What follows belongs to an exercise in optimizing a design on an open flow for a short achievable clock period and few clock cycles; a production flow would make more cautious choices.
In this exercise RTL edits were held to simulation tests only and were not proved equivalent to the original.
Power and IR drop assume default switching activity.

Setup of old:
// vm16_core
module vm16_core (
    input  wire        clk,
    input  wire        rst,
    output reg         mem_valid,
    output reg         mem_we,
    output reg  [14:0] mem_addr,
    output reg  [15:0] mem_wdata,
    input  wire [15:0] mem_rdata,
    input  wire        mem_ready,
    output reg         out_valid,
    output reg  [7:0]  out_byte,
    output reg         retire_valid,
    output reg  [14:0] retire_pc,
    output reg         retire_we,
    output reg  [2:0]  retire_rd,
    output reg  [15:0] retire_wdata,
    output reg         halted,
    output reg         faulted
);
Size in the first run: about 5,400 cells after synthesis, roughly 1,400 flip-flops, roughly 73,000 um^2 of cells after synthesis.
==> flow/config.mk <==
export PLATFORM = sky130hd
export DESIGN_NAME = vm16_core
export DESIGN_NICKNAME = vm16_core
export VERILOG_FILES = /design/flow/design.v
export SDC_FILE = /design/flow/constraint.sdc
export NUM_CORES = 4
export LEC_CHECK = 0
export ABC_CLOCK_PERIOD_IN_PS = 2500
export CAP_MARGIN = 20
export CORE_MARGIN = 2
export CORE_UTILIZATION = 40
export SLEW_MARGIN = 20
==> flow/constraint.sdc <==
create_clock -name core_clock -period 10.0 [get_ports {clk}]
set_input_delay 2.0000 -clock core_clock [delete_from_list [all_inputs] [get_ports {clk}]]
set_output_delay 2.0000 -clock core_clock [all_outputs]
set_load 0.01 [all_outputs]
standard.sh (not shown) runs the stock make flow with config.mk's settings and CLKGATE_MAP_FILE= SYNTH_SCRIPT=/design/flow/synth_recipe.tcl, a recipe that flattens the netlist after the stock synthesis.
==> flow/flow/run.sh <==
#!/bin/bash
set -euo pipefail
bash standard.sh SETUP_SLACK_MARGIN=7.0 \
    "BUFFER_PORTS_ARGS=-buffer_cell sky130_fd_sc_hd__buf_4" \
    finish > standard_flow.log 2>&1
Testbench counts of old, summed over its fixed seeds: cycles 29,667.
For new, these inputs were changed with respect to old:
--- a/flow/design.v
+++ b/flow/design.v
@@ -201,54 +201,50 @@
     wire [CW-1:0] f_idx  = fpc[CW-1:0];
     wire          c_hit  = ((c_seq && c_pv) || (c_stay && c_cv)) &&
                            !(m_sw && m_ea == fpc);
     wire [15:0]   fw     = !bus_m ? mem_rdata : c_seq ? c_pd : c_cd;   
     wire          f_acc  = !stop && (!iv || ex);             
     wire          got    = f_acc && (bus_m ? c_hit : 1'b1);
     wire          c_fill = !bus_m && mem_valid;
     wire [14:0] fpc_inc = fpc + 15'd1;
     wire [CW-1:0] p_idx = fpc_inc[CW-1:0];
     wire [15:0] fpc_lnk = (fpc == 15'h7FFF) ? 16'd1 : {1'b0, fpc} + 16'd2;
     wire [BW-1:0] b_idx = fpc[BW-1:0];
-    wire        b_hit   = b_v[b_idx] && (b_t[b_idx] == fpc[14:BW]);
-    wire [2:0]  b_op    = b_j[b_idx] ? OP_JALR : OP_BEQ;
-    wire [14:0] b_tg    = b_g[b_idx];
-    wire        f_jmp   = b_hit && (fw[2:0] == b_op);
+    wire        f_jmp   = (b_j[b_idx] ? (fw[2:0] == OP_JALR) : (fw[2:0] == OP_BEQ)) &&
+                          b_v[b_idx] && (b_t[b_idx] == fpc[14:BW]);
     wire [15:0] nw    = fw;
     wire [2:0]  nw_rd = nw[5:3];
     wire [2:0]  nw_r1 = nw[8:6];
     wire [2:0]  nw_r2 = nw[15:13];
     function [15:0] rf_read(input [2:0] n);
         rf_read = (n == 3'd0) ? 16'd0 : regs[n];
     endfunction
     function [15:0] opnd(input [2:0] n);
         if (e_wr && rd == n)
             opnd = exec_res;
         else if (m_wr && m_rd == n)
             opnd = mem_rdata;
         else
             opnd = rf_read(n);
     endfunction
-    wire        f_take = got && !patch && !(ex && redirect);
-    reg [14:0] s_fpc;
+    reg [14:0] n_fpc;
     always @(*) begin
         if (patch)
-            s_fpc = ipc;
+            n_fpc = ipc;
         else if (ex && redirect)
-            s_fpc = npc;
+            n_fpc = npc;
         else if (got)
-            s_fpc = fpc_inc;
+            n_fpc = f_jmp ? b_g[b_idx] : fpc_inc;
         else
-            s_fpc = fpc;
+            n_fpc = fpc;
     end
-    wire [14:0] n_fpc = (f_take && f_jmp) ? b_tg : s_fpc;
     wire halt_n  = hs | (m_fin && m_halt && !m_fault);
     wire fault_n = fs | (m_fin && m_fault);
     integer i;
     always @(posedge clk) begin
         retire_pc    <= m_pc;
         retire_we    <= m_we;
         retire_rd    <= m_rd;
         retire_wdata <= (m_bus && !m_sw) ? mem_rdata : m_res;
         out_byte     <= m_outb;
         mem_wdata    <= (mem_ready && ex && to_m) ? sw_data : m_wd;
       if (mem_ready) begin
@@ -360,16 +356,21 @@
             hs           <= halt_n;
             fs           <= fault_n;
             fpc          <= n_fpc;
             if (ex || m_fin)
                 mvld <= ex;
             bus_m        <= e_bus;
             if (got)
                 iv <= !(ex && redirect);
             else if (ex || patch)
                 iv <= 1'b0;
             mem_valid <= e_bus || !(halt_n || fault_n);
-            mem_we   <= e_bus && (op == OP_SW);
-            mem_addr <= (f_take && f_jmp && !e_bus) ? b_tg : e_bus ? ea[14:0] : s_fpc;
+            if (e_bus) begin
+                mem_we   <= (op == OP_SW);
+                mem_addr <= ea[14:0];
+            end else begin
+                mem_we   <= 1'b0;
+                mem_addr <= n_fpc;
+            end
         end
     end
 endmodule
Findings:
- Run comparison: new slowest stage cell on the critical path sky130_fd_sc_hd__edfxtp_1; old slowest stage cell on the critical path sky130_fd_sc_hd__a2111o_1
- Sort old and new by sequential cell fraction of total power desc -> top: new
- Compared with old, in new number of well taps fell 15, maximum single-stage delay on the critical path fell 0.17 ns, clock power rose about 4%.
- Status: share of final layout cell area taken by non-clock buffers parity (old, new)
- old → new: cell area down 1.6%; power in combinational cells down about 10%; power dissipated by switching net loads down about 3.4%.
Testbench counts of new, summed over its fixed seeds: cycles 29,667.

[static timing again, ports no longer ideal]
How much do the figures lean on ideal ports? The routed layouts below were timed once more, with nothing changed but the port constraints.
Step 1, drivers: a clkbuf_16 drives clk and a buf_2 each remaining input, both assumed.
Step 2, shift: input delay + t, output delay - t, t = (earliest + latest rising clock arrival at the registers) / 2. This alone moves slack from input paths to output paths.
Slacks: no drivers / after step 1 / after step 2; pairs: no drivers / after step 1.
run | shift t [ns] | slack for setup (ns) | worst register clock-pin slew, ns
old | 0.915 | 6.229 / 6.229 / 5.424 | 0.08 / 0.08
new | 0.928 | 6.028 / 6.028 / 5.188 | 0.07 / 0.07
After both steps setup and hold are still met in every run listed. For new, which loses most, drivers alone change the setup slack by 0.000 ns; drivers and shift together by -0.840 ns.
